This design comes from an exercise in tuning for small area, a short achievable clock period and few clock cycles per item on the open sky130 flow, not from production work.
Only simulation tests tie the RTL to the original design; equivalence was not proved.
No activity file was given, so power comes from the tool's default toggle rates.

[flow/config.mk]
export PLATFORM = sky130hd
export DESIGN_NAME = tkg_core
export DESIGN_NICKNAME = tkg_core
export VERILOG_FILES = /design/flow/design.v
export SDC_FILE = /design/flow/constraint.sdc
export NUM_CORES = 4
export LEC_CHECK = 0
export CAP_MARGIN = 20
export CORE_MARGIN = 2
export CORE_UTILIZATION = 40
export SLEW_MARGIN = 20
[flow/constraint.sdc]
create_clock -name core_clock -period 8.0 [get_ports {clk}]
set_input_delay 1.6000 -clock core_clock [delete_from_list [all_inputs] [get_ports {clk}]]
set_output_delay 1.6000 -clock core_clock [all_outputs]
set_load 0.01 [all_outputs]
[flow/design.v]
module gain_table_rom #(
    parameter integer GAIN_SEED = 2
) (
    input  wire [5:0]  idx,
    output reg  [16:0] word
);
    localparam [15:0] SEED16 = GAIN_SEED;
    always @(*) begin
        case (idx)
      6'd0: word = {1'b1, SEED16 + 16'd0};
      6'd1: word = {1'b1, SEED16 + 16'd1};
      6'd2: word = {1'b0, 16'd5461};
      6'd3: word = {1'b1, SEED16 + 16'd2};
      6'd4: word = {1'b0, 16'd3276};
      6'd5: word = {1'b0, 16'd2730};
      6'd6: word = {1'b0, 16'd2340};
      6'd7: word = {1'b1, SEED16 + 16'd3};
      6'd8: word = {1'b0, 16'd1820};
      6'd9: word = {1'b0, 16'd1638};
      6'd10: word = {1'b0, 16'd1489};
      6'd11: word = {1'b0, 16'd1365};
      6'd12: word = {1'b0, 16'd1260};
      6'd13: word = {1'b0, 16'd1170};
      6'd14: word = {1'b0, 16'd1092};
      6'd15: word = {1'b1, SEED16 + 16'd4};
      6'd16: word = {1'b0, 16'd963};
      6'd17: word = {1'b0, 16'd910};
      6'd18: word = {1'b0, 16'd862};
      6'd19: word = {1'b0, 16'd819};
      6'd20: word = {1'b0, 16'd780};
      6'd21: word = {1'b0, 16'd744};
      6'd22: word = {1'b0, 16'd712};
      6'd23: word = {1'b0, 16'd682};
      6'd24: word = {1'b0, 16'd655};
      6'd25: word = {1'b0, 16'd630};
      6'd26: word = {1'b0, 16'd606};
      6'd27: word = {1'b0, 16'd585};
      6'd28: word = {1'b0, 16'd564};
      6'd29: word = {1'b0, 16'd546};
      6'd30: word = {1'b0, 16'd528};
      6'd31: word = {1'b1, SEED16 + 16'd5};
      6'd32: word = {1'b0, 16'd496};
      6'd33: word = {1'b0, 16'd481};
      6'd34: word = {1'b0, 16'd468};
      6'd35: word = {1'b0, 16'd455};
      6'd36: word = {1'b0, 16'd442};
      6'd37: word = {1'b0, 16'd431};
      6'd38: word = {1'b0, 16'd420};
      6'd39: word = {1'b0, 16'd409};
      6'd40: word = {1'b0, 16'd399};
      6'd41: word = {1'b0, 16'd390};
      6'd42: word = {1'b0, 16'd381};
      6'd43: word = {1'b0, 16'd372};
      6'd44: word = {1'b0, 16'd364};
      6'd45: word = {1'b0, 16'd356};
      6'd46: word = {1'b0, 16'd348};
      6'd47: word = {1'b0, 16'd341};
      6'd48: word = {1'b0, 16'd334};
      6'd49: word = {1'b0, 16'd327};
      6'd50: word = {1'b0, 16'd321};
      6'd51: word = {1'b0, 16'd315};
      6'd52: word = {1'b0, 16'd309};
      6'd53: word = {1'b0, 16'd303};
      6'd54: word = {1'b0, 16'd297};
      6'd55: word = {1'b0, 16'd292};
      6'd56: word = {1'b0, 16'd287};
      6'd57: word = {1'b0, 16'd282};
      6'd58: word = {1'b0, 16'd277};
      6'd59: word = {1'b0, 16'd273};
      6'd60: word = {1'b0, 16'd268};
      6'd61: word = {1'b0, 16'd264};
      6'd62: word = {1'b0, 16'd260};
      6'd63: word = {1'b1, SEED16 + 16'd6};
      default: word = 17'd0;
        endcase
    end
endmodule
module scale_table_rom #(
    parameter integer SCALE_F = 61
) (
    input  wire [8:0]  addr_a,
    output wire [15:0] data_a,
    input  wire [8:0]  addr_b,
    output wire [15:0] data_b
);
    localparam signed [8:0] F = SCALE_F;
    wire signed [17:0] prod_a = $signed(addr_a) * F;
    wire signed [17:0] prod_b = $signed(addr_b) * F;
    assign data_a = prod_a[15:0];
    assign data_b = prod_b[15:0];
endmodule
module delta_linear_decoder (
    input  wire        clk,
    input  wire        rst,
    input  wire        start,
    input  wire [29:0] start_n,
    output reg         busy,
    output reg         done,
    output reg  [29:0] idx,
    output reg  [7:0]  last,
    output wire [8:0]  st_addr,
    input  wire [15:0] st_data,
    output wire        din_re,
    output wire [31:0] din_addr,
    input  wire [7:0]  din_rdata,
    output reg         do8_we,
    output reg  [31:0] do8_addr,
    output reg  [7:0]  do8_wdata,
    output reg         do16_we,
    output reg  [31:0] do16_addr,
    output reg  [15:0] do16_wdata
);
    reg [29:0] n;
    reg        phase;    
    assign din_re   = busy && !phase;
    assign din_addr = {2'b00, idx};
    wire       linear = (idx[3:0] == 4'd0);
    wire [7:0] s      = linear ? din_rdata : (last + din_rdata);
    assign st_addr = {s[7], s};
    always @(posedge clk) begin
        if (rst) begin
            busy       <= 1'b0;
            done       <= 1'b0;
            idx        <= 30'd0;
            last       <= 8'd0;
            n          <= 30'd0;
            phase      <= 1'b0;
            do8_we     <= 1'b0;
            do8_addr   <= 32'd0;
            do8_wdata  <= 8'd0;
            do16_we    <= 1'b0;
            do16_addr  <= 32'd0;
            do16_wdata <= 16'd0;
        end else begin
            do8_we  <= 1'b0;
            do16_we <= 1'b0;
            if (start) begin
                n     <= start_n;
                idx   <= 30'd0;
                last  <= 8'd0;
                phase <= 1'b0;
                busy  <= (start_n != 30'd0);
                done  <= (start_n == 30'd0);
            end else if (busy) begin
                if (!phase) begin
                    phase <= 1'b1;
                end else begin
                    phase      <= 1'b0;
                    do8_we     <= 1'b1;
                    do8_addr   <= {2'b00, idx};
                    do8_wdata  <= s;
                    do16_we    <= 1'b1;
                    do16_addr  <= {1'b0, idx, 1'b0};
                    do16_wdata <= st_data;
                    last       <= s;
                    idx        <= idx + 30'd1;
                    if (idx + 30'd1 == n) begin
                        busy <= 1'b0;
                        done <= 1'b1;
                    end
                end
            end
        end
    end
endmodule
module envelope_gain_applier (
    input  wire        clk,
    input  wire        rst,
    input  wire        start,
    input  wire [29:0] start_n,
    output reg         busy,
    output reg         done,
    output reg  [29:0] idx,
    output reg  [9:0]  lfactor,
    output reg  [9:0]  rfactor,
    output wire        ls_re,
    output wire [31:0] ls_addr,
    input  wire [7:0]  ls_rdata,
    output wire        rs_re,
    output wire [31:0] rs_addr,
    input  wire [7:0]  rs_rdata,
    output wire        lv_re,
    output wire [31:0] lv_addr,
    input  wire [7:0]  lv_rdata,
    output wire        rv_re,
    output wire [31:0] rv_addr,
    input  wire [7:0]  rv_rdata,
    output reg         out_we,
    output reg  [31:0] out_addr,
    output reg  [31:0] out_wdata
);
    reg [29:0] n;
    reg        phase;
    wire block_start = (idx[3:0] == 4'd0);
    assign ls_re   = busy && !phase;
    assign rs_re   = busy && !phase;
    assign ls_addr = {2'b00, idx};
    assign rs_addr = {2'b00, idx};
    assign lv_re   = busy && !phase && block_start;
    assign rv_re   = busy && !phase && block_start;
    assign lv_addr = {5'd0, idx[29:4], 1'b1};
    assign rv_addr = {5'd0, idx[29:4], 1'b1};
    wire [9:0] lf = block_start ? {lv_rdata, 2'b00} : lfactor;
    wire [9:0] rf = block_start ? {rv_rdata, 2'b00} : rfactor;
    wire signed [18:0] lprod = $signed(ls_rdata) * $signed({1'b0, lf});
    wire signed [18:0] rprod = $signed(rs_rdata) * $signed({1'b0, rf});
    always @(posedge clk) begin
        if (rst) begin
            busy      <= 1'b0;
            done      <= 1'b0;
            idx       <= 30'd0;
            lfactor   <= 10'd0;
            rfactor   <= 10'd0;
            n         <= 30'd0;
            phase     <= 1'b0;
            out_we    <= 1'b0;
            out_addr  <= 32'd0;
            out_wdata <= 32'd0;
        end else begin
            out_we <= 1'b0;
            if (start) begin
                n       <= start_n;
                idx     <= 30'd0;
                lfactor <= 10'd0;
                rfactor <= 10'd0;
                phase   <= 1'b0;
                busy    <= (start_n != 30'd0);
                done    <= (start_n == 30'd0);
            end else if (busy) begin
                if (!phase) begin
                    phase <= 1'b1;
                end else begin
                    phase     <= 1'b0;
                    lfactor   <= lf;
                    rfactor   <= rf;
                    out_we    <= 1'b1;
                    out_addr  <= {idx, 2'b00};
                    out_wdata <= {rprod[15:0], lprod[15:0]};
                    idx       <= idx + 30'd1;
                    if (idx + 30'd1 == n) begin
                        busy <= 1'b0;
                        done <= 1'b1;
                    end
                end
            end
        end
    end
endmodule
module tkg_core (
    input  wire        clk,
    input  wire        rst,
    input  wire        cmd_valid,
    output wire        cmd_ready,
    input  wire [63:0] cmd_word,
    output reg         rsp_valid,
    output reg  [2:0]  rsp_status,
    output reg  [31:0] rsp_data,
    output wire        din_re,
    output wire [31:0] din_addr,
    input  wire [7:0]  din_rdata,
    output wire        do8_we,
    output wire [31:0] do8_addr,
    output wire [7:0]  do8_wdata,
    output wire        do16_we,
    output wire [31:0] do16_addr,
    output wire [15:0] do16_wdata,
    output wire        ls_re,
    output wire [31:0] ls_addr,
    input  wire [7:0]  ls_rdata,
    output wire        lv_re,
    output wire [31:0] lv_addr,
    input  wire [7:0]  lv_rdata,
    output wire        rs_re,
    output wire [31:0] rs_addr,
    input  wire [7:0]  rs_rdata,
    output wire        rv_re,
    output wire [31:0] rv_addr,
    input  wire [7:0]  rv_rdata,
    output wire        out_we,
    output wire [31:0] out_addr,
    output wire [31:0] out_wdata
);
    localparam integer SCALE_F   = 61;
    localparam integer GAIN_SEED = 2;
    localparam [3:0] OP_NOP = 4'h0, OP_SETP = 4'h1, OP_GETP = 4'h2, OP_STATUS = 4'h3,
                     OP_GT_READ = 4'h4, OP_ST_READ = 4'h5, OP_DLD_START = 4'h6,
                     OP_EGA_START = 4'h7;
    localparam [2:0] S_OK = 3'd0, S_ILLEGAL = 3'd1, S_READ_ONLY = 3'd2, S_BUSY = 3'd3,
                     S_IN_SHORT = 3'd4, S_OUT_SHORT = 3'd5;
    localparam [7:0]  SEED8   = GAIN_SEED;
    localparam [7:0]  SCALE8  = SCALE_F;
    localparam [31:0] ID_WORD = {16'h544B, SEED8, SCALE8};
    assign cmd_ready = 1'b1;
    wire accept = cmd_valid && cmd_ready;
    wire [3:0]  op   = cmd_word[63:60];
    wire [3:0]  rsel = cmd_word[59:56];
    wire [23:0] rsv  = cmd_word[55:32];
    wire [31:0] imm  = cmd_word[31:0];
    reg legal;
    always @(*) begin
        case (op)
            OP_NOP:       legal = (rsel == 4'd0) && (rsv == 24'd0) && (imm == 32'd0);
            OP_SETP:      legal = (rsv == 24'd0) &&
                                  !(((rsel == 4'd0) || (rsel == 4'd4)) && (imm[31:30] != 2'd0));
            OP_GETP:      legal = (rsv == 24'd0) && (imm == 32'd0);
            OP_STATUS:    legal = (rsel == 4'd0) && (rsv == 24'd0) && (imm == 32'd0);
            OP_GT_READ:   legal = (rsel == 4'd0) && (rsv == 24'd0) && (imm[31:6] == 26'd0);
            OP_ST_READ:   legal = (rsel == 4'd0) && (rsv == 24'd0) && (imm[31:9] == 23'd0);
            OP_DLD_START: legal = (rsel == 4'd0) && (rsv == 24'd0) && (imm == 32'd0);
            OP_EGA_START: legal = (rsel == 4'd0) && (rsv == 24'd0) && (imm == 32'd0);
            default:      legal = 1'b0;
        endcase
    end
    reg [29:0] p_dld_n;
    reg [31:0] p_dld_len_in, p_dld_len_o8, p_dld_len_o16;
    reg [29:0] p_ega_n;
    reg [31:0] p_ega_len_ls, p_ega_len_lv, p_ega_len_rs, p_ega_len_rv, p_ega_len_out;
    wire        dld_busy, dld_done;
    wire [29:0] dld_idx;
    wire [7:0]  dld_last;
    wire        ega_busy, ega_done;
    wire [29:0] ega_idx;
    wire [9:0]  lfactor, rfactor;
    wire [16:0] gt_word;
    wire [15:0] st_word_cmd;
    wire [8:0]  st_addr_dld;
    wire [15:0] st_word_dld;
    gain_table_rom #(.GAIN_SEED(GAIN_SEED)) u_gt (
        .idx  (imm[5:0]),
        .word (gt_word)
    );
    scale_table_rom #(.SCALE_F(SCALE_F)) u_st (
        .addr_a (imm[8:0]),
        .data_a (st_word_cmd),
        .addr_b (st_addr_dld),
        .data_b (st_word_dld)
    );
    wire [31:0] dld_n32 = {2'b00, p_dld_n};
    wire [31:0] ega_n32 = {2'b00, p_ega_n};
    wire [29:0] ega_nm1 = p_ega_n - 30'd1;
    wire [31:0] ega_nv  = (p_ega_n == 30'd0) ? 32'd0 : ({5'd0, ega_nm1[29:4], 1'b0} + 32'd2);
    wire dld_in_short  = (p_dld_len_in < dld_n32);
    wire dld_out_short = (p_dld_len_o8 < dld_n32) || (p_dld_len_o16 < {p_dld_n, 1'b0});
    wire ega_in_short  = (p_ega_len_ls < ega_n32) || (p_ega_len_lv < ega_nv) ||
                         (p_ega_len_rs < ega_n32) || (p_ega_len_rv < ega_nv);
    wire ega_out_short = (p_ega_len_out < {p_ega_n, 2'b00});
    reg  [2:0]  status;
    reg  [31:0] data;
    reg  [31:0] preg;
    always @(*) begin
        case (rsel)
            4'd0:    preg = dld_n32;
            4'd1:    preg = p_dld_len_in;
            4'd2:    preg = p_dld_len_o8;
            4'd3:    preg = p_dld_len_o16;
            4'd4:    preg = ega_n32;
            4'd5:    preg = p_ega_len_ls;
            4'd6:    preg = p_ega_len_lv;
            4'd7:    preg = p_ega_len_rs;
            4'd8:    preg = p_ega_len_rv;
            4'd9:    preg = p_ega_len_out;
            4'd10:   preg = {2'b00, dld_idx};
            4'd11:   preg = {24'd0, dld_last};
            4'd12:   preg = {2'b00, ega_idx};
            4'd13:   preg = {22'd0, lfactor};
            4'd14:   preg = {22'd0, rfactor};
            default: preg = ID_WORD;
        endcase
    end
    always @(*) begin
        status = S_OK;
        data   = 32'd0;
        if (!legal) begin
            status = S_ILLEGAL;
        end else begin
            case (op)
                OP_SETP:      if (rsel >= 4'd10) status = S_READ_ONLY;
                OP_GETP:      data = preg;
                OP_STATUS:    data = {22'd0, ega_done, ega_busy, 6'd0, dld_done, dld_busy};
                OP_GT_READ:   data = {15'd0, gt_word};
                OP_ST_READ:   data = {16'd0, st_word_cmd};
                OP_DLD_START: begin
                    if (dld_busy)           status = S_BUSY;
                    else if (dld_in_short)  status = S_IN_SHORT;
                    else if (dld_out_short) status = S_OUT_SHORT;
                end
                OP_EGA_START: begin
                    if (ega_busy)           status = S_BUSY;
                    else if (ega_in_short)  status = S_IN_SHORT;
                    else if (ega_out_short) status = S_OUT_SHORT;
                end
                default: ;
            endcase
        end
    end
    wire do_setp  = accept && (status == S_OK) && (op == OP_SETP);
    wire dld_start = accept && (status == S_OK) && (op == OP_DLD_START);
    wire ega_start = accept && (status == S_OK) && (op == OP_EGA_START);
    always @(posedge clk) begin
        if (rst) begin
            rsp_valid     <= 1'b0;
            rsp_status    <= 3'd0;
            rsp_data      <= 32'd0;
            p_dld_n       <= 30'd0;
            p_dld_len_in  <= 32'd0;
            p_dld_len_o8  <= 32'd0;
            p_dld_len_o16 <= 32'd0;
            p_ega_n       <= 30'd0;
            p_ega_len_ls  <= 32'd0;
            p_ega_len_lv  <= 32'd0;
            p_ega_len_rs  <= 32'd0;
            p_ega_len_rv  <= 32'd0;
            p_ega_len_out <= 32'd0;
        end else begin
            rsp_valid <= accept;
            if (accept) begin
                rsp_status <= status;
                rsp_data   <= data;
            end
            if (do_setp) begin
                case (rsel)
                    4'd0: p_dld_n       <= imm[29:0];
                    4'd1: p_dld_len_in  <= imm;
                    4'd2: p_dld_len_o8  <= imm;
                    4'd3: p_dld_len_o16 <= imm;
                    4'd4: p_ega_n       <= imm[29:0];
                    4'd5: p_ega_len_ls  <= imm;
                    4'd6: p_ega_len_lv  <= imm;
                    4'd7: p_ega_len_rs  <= imm;
                    4'd8: p_ega_len_rv  <= imm;
                    4'd9: p_ega_len_out <= imm;
                    default: ;
                endcase
            end
        end
    end
    delta_linear_decoder u_dld (
        .clk        (clk),
        .rst        (rst),
        .start      (dld_start),
        .start_n    (p_dld_n),
        .busy       (dld_busy),
        .done       (dld_done),
        .idx        (dld_idx),
        .last       (dld_last),
        .st_addr    (st_addr_dld),
        .st_data    (st_word_dld),
        .din_re     (din_re),
        .din_addr   (din_addr),
        .din_rdata  (din_rdata),
        .do8_we     (do8_we),
        .do8_addr   (do8_addr),
        .do8_wdata  (do8_wdata),
        .do16_we    (do16_we),
        .do16_addr  (do16_addr),
        .do16_wdata (do16_wdata)
    );
    envelope_gain_applier u_ega (
        .clk       (clk),
        .rst       (rst),
        .start     (ega_start),
        .start_n   (p_ega_n),
        .busy      (ega_busy),
        .done      (ega_done),
        .idx       (ega_idx),
        .lfactor   (lfactor),
        .rfactor   (rfactor),
        .ls_re     (ls_re),
        .ls_addr   (ls_addr),
        .ls_rdata  (ls_rdata),
        .rs_re     (rs_re),
        .rs_addr   (rs_addr),
        .rs_rdata  (rs_rdata),
        .lv_re     (lv_re),
        .lv_addr   (lv_addr),
        .lv_rdata  (lv_rdata),
        .rv_re     (rv_re),
        .rv_addr   (rv_addr),
        .rv_rdata  (rv_rdata),
        .out_we    (out_we),
        .out_addr  (out_addr),
        .out_wdata (out_wdata)
    );
endmodule
[flow/run.sh]
#!/bin/bash
# synth_recipe.tcl (not shown) runs the flow's synth.tcl, then flattens the netlist and writes it again
# the make line also repeats each setting of config.mk as NAME=value (left out here)
make -C /OpenROAD-flow-scripts/flow DESIGN_CONFIG=/design/flow/config.mk WORK_HOME=/design/flow/orfs CLKGATE_MAP_FILE= SYNTH_SCRIPT=/design/flow/synth_recipe.tcl finish
==> results.txt <==
-- per-stage QoR --
stage	area, um2	setup WS (ns)
3_3_place_gp	47400	0.408
5_1_grt	50100	0.552
4_1_cts	50000	1.05
3_5_place_dp	47400	0.336
2_1_floorplan	43200	1.18
6_report	50100	1.05
-- flip-flops by register name (all words and copies together) (netlist names), 32 cells and up --
register,cells
p_ega_len_rs,32
p_dld_len_o8,32
p_ega_len_out,32
p_ega_len_lv,32
u_ega.out_wdata,32
p_dld_len_o16,32
p_ega_len_rv,32
p_ega_len_ls,32
rsp_data,32
p_dld_len_in,32
-- cells by family (layout without fill, tap and decap cells) --
logic type                 after synthesis  in the layout  synth area share, %
muxes                                   41             41                 1.00
DFF                                    621            621                 28.8
and+or+nand+nor                       1992           1992                 21.1
xor gates and xnor gates               205            205                 4.16
other                                    2             27               0.0174
adders and majority gates              515            515                 17.4
AOI/OAI and AO/OA                     1302           1302                 18.8
buffers and inverters                  795            930                 8.70
-- cell usage in the layout (no fill, tap or decap), types with 137 or more instances in the layout --
cell and count:
a21oi_1 616, a22oi_1 165, clkdlybuf4s50_1 434, dfxtp_1 621
fa_1 140, ha_1 375, inv_1 276, nand2_1 1080
nand3_1 137, nor2_1 252, o21ai_0 172, xnor2_1 138
-- power by group --
group	internal [mW]	switching, mW	total, mW
registers	3.09	0.000504	3.09
logic	0.738	1.01	1.75
clock network	2.23	1.52	3.76
total	6.07	2.53	8.60
-- cell usage after synthesis, types with 67 or more instances --
library cell  count  share of area, %
a21oi_1         616               7.1
a22oi_1         165               2.9
buf_2            82              0.95
buf_4           159               2.8
clkbuf_1        232               2.0
dfxtp_1         621                29
fa_1            140               6.5
ha_1            375                11
inv_1           276               2.4
nand2_1        1090               9.5
nand3_1         137               1.6
nand4_1          84               1.2
nor2_1          259               2.3
nor3_1           73              0.85
o21ai_0         173               2.0
xnor2_1         138               2.8
xor2_1           67               1.4
-- worst max-delay path by stage --
| stage | from | to | slack [ns] |
|---|---|---|---|
| CTS | din_rdata[0] | u_dld.do16_wdata[14] | 1.05 |
| floorplan | din_rdata[0] | u_dld.do16_wdata[13] | 1.18 |
| global route | din_rdata[0] | u_dld.do16_wdata[14] | 0.55 |
| detailed placement | din_rdata[0] | u_dld.do16_wdata[14] | 0.34 |
| global placement | din_rdata[0] | u_dld.do16_wdata[14] | 0.41 |
| finish | din_rdata[0] | u_dld.do16_wdata[14] | 1.05 |
-- final cells by class --
cell class / instances / area, um2
Antenna cell: 2 / 5.00
Clock inverter: 33 / 498
Sequential cell: 621 / 12400
Fill cell: 10500 / 57000
Tap cell: 1403 / 1760
Clock buffer: 107 / 2200
Inverter: 277 / 1040
Timing Repair Buffer: 513 / 4970
Multi-Input combinational cell: 4080 / 27200
-- metal layers --
metal / track usage [%] / wire (um) / up-vias
met5: 0 / 65 / -
met2: 48.6 / 78500 / 1860
met3: 4.16 / 12800 / 408
met4: 15.2 / 8950 / 10
li1: - / - / 19000
met1: 38.7 / 69500 / 19900
-- worst max-delay path: stages --
cell	delay, ns
clkdlybuf4s50_1	0.42
ha_1	0.23
fa_1	0.41
a21o_1	0.20
a21oi_1	0.21
xnor2_1	0.14
nor2_1	0.05
a21oi_1	0.19
inv_1	0.11
ha_1	0.36
fa_1	0.50
inv_1	0.05
fa_1	0.53
inv_1	0.05
fa_1	0.45
ha_1	0.35
nand2_1	0.09
o21ai_0	0.10
o41ai_1	0.49
nor2b_1	0.10
o21a_1	0.19
o21ai_0	0.27
o21ai_0	0.15
a211o_1	0.26
==> flow_summary.json <==
{
  "layout.nets": 6191,
  "dp_hpwl_um": 125000,
  "irDropWorstVdd_mv": 0.216,
  "slew_viol_final": 0,
  "hold_path.class": "flip-flop to flip-flop",
  "async_reset_ff_share_pct": 0,
  "post-route-period-util_pct": 86.8,
  "start_util_pct": 40.3,
  "crit_path_end_kind": "flip-flop",
  "ys_seq_area_share_pct": 28.8,
  "grt_pass1_wl_um": 255000,
  "post-route-util_pct": 46.8,
  "crit_fanout": 3,
  "grt_pass1_vias": 39300,
  "tightestPinTransition_ns": 1.30,
  "wl_per_cell_um": 24.1,
  "p_per_area_nw_per_um2": 172,
  "fin_crit_ns": 6.95,
  "startpoint_type": "primary input",
  "slew_headroom_pct": 12.6,
  "status": "complete, no violations",
  "final_antenna_net_count": 0,
  "cts_tree": "yes",
  "dp_cells": 6893,
  "clk_latency_ns": 0.68,
  "skew_ns": 0.0303,
  "antenna_found_initial": 10,
  "timing.hold.ws_ns": 0.450,
  "io_pins": 464,
  "critPathKind": "primary input to flip-flop",
  "setup_viol": 0,
  "fp.dieW_um": 332,
  "cts_resized": 0,
  "clkSinkCount": 621,
  "grt_overflow": 0,
  "ys_types": 88,
  "dr.pass1.iters": 6,
  "hp-start": "u_ega.out_wdata[16]",
  "syn_area_um2": 43100,
  "cts-root-buf": "clkbuf_16",
  "rsz0062_at_grt": "false",
  "cts_setup_buffers": 0,
  "drt_iter0_drc": 4159,
  "htreeDepth": 3,
  "holdBufCountCts": 0,
  "portBuffers": 438,
  "hold_path_end": "u_ega.out_wdata[16]",
  "dominantRegCellSynth": "dfxtp_1",
  "r2r_cells": 21,
  "routed_wl_um": 170000,
  "grt_max_degree": 151,
  "fmax_mhz": 144,
  "clk_pin_slew_ns": 0.06,
  "die_h_um": 332,
  "vias": 41100,
  "final_cells": 7036,
  "drive_gt1_share_pct": 6.07,
  "crit_required_ns": 8.55,
  "yosys_warnings": 4,
  "synthToLayoutAreaGrowth_pct": 16.2,
  "synth.avg_cell_area_um2": 7.88,
  "reg2reg_to": "u_ega.n[8]",
  "holdPathStages": 2,
  "finalSetupTns_ns": 0,
  "dieArea_um2": 110000,
  "cts_made_buffers": 76,
  "drc_errors": 0,
  "synth_edf_count": 0,
  "ys_seq_elements": 621,
  "vias_per_cell": 5.85,
  "rows": 120,
  "power_mw": 8.60,
  "r2r_slack_ns": 1.18,
  "place.gp.congestion": 0.995,
  "cp.arrival_ns": 7.50,
  "r2r-start": "p_ega_n[0]",
  "cts_buffer_depth": 3,
  "core_region_area_um2": 107000,
  "p_leak_nw": 18.9,
  "cap_violations": 0,
  "hold_viol": 0,
  "track_usage_pct": 29.9,
  "postSynthCellCount": 5473
}
Testbench counts, summed over its fixed seeds: cycles 64,610, items 52,744.

==> port drivers added, routing unchanged <==
Ports are ideal in the flow. The routed layout listed here was re-timed in OpenROAD. Step 1 assumes that a clkbuf_16 drives the clock port and a buf_2 every other input. Step 2 also shifts input and output timing later by t, the mid clock arrival at the registers, as if the neighbouring blocks saw the same clock. Slacks: ideal / step 1 / step 2; pairs: ideal / step 1.
shift t [ns]: 0.734
slack for setup (ns): 1.054 / 1.104 / 0.370
latest minus earliest clock arrival (ns): 0.031 / 0.031
worst slew at a driven data input, ns: 0.10
After both steps this run still meets setup and hold. The setup slack of this run moves by +0.050 ns with the drivers and by -0.684 ns with both steps.
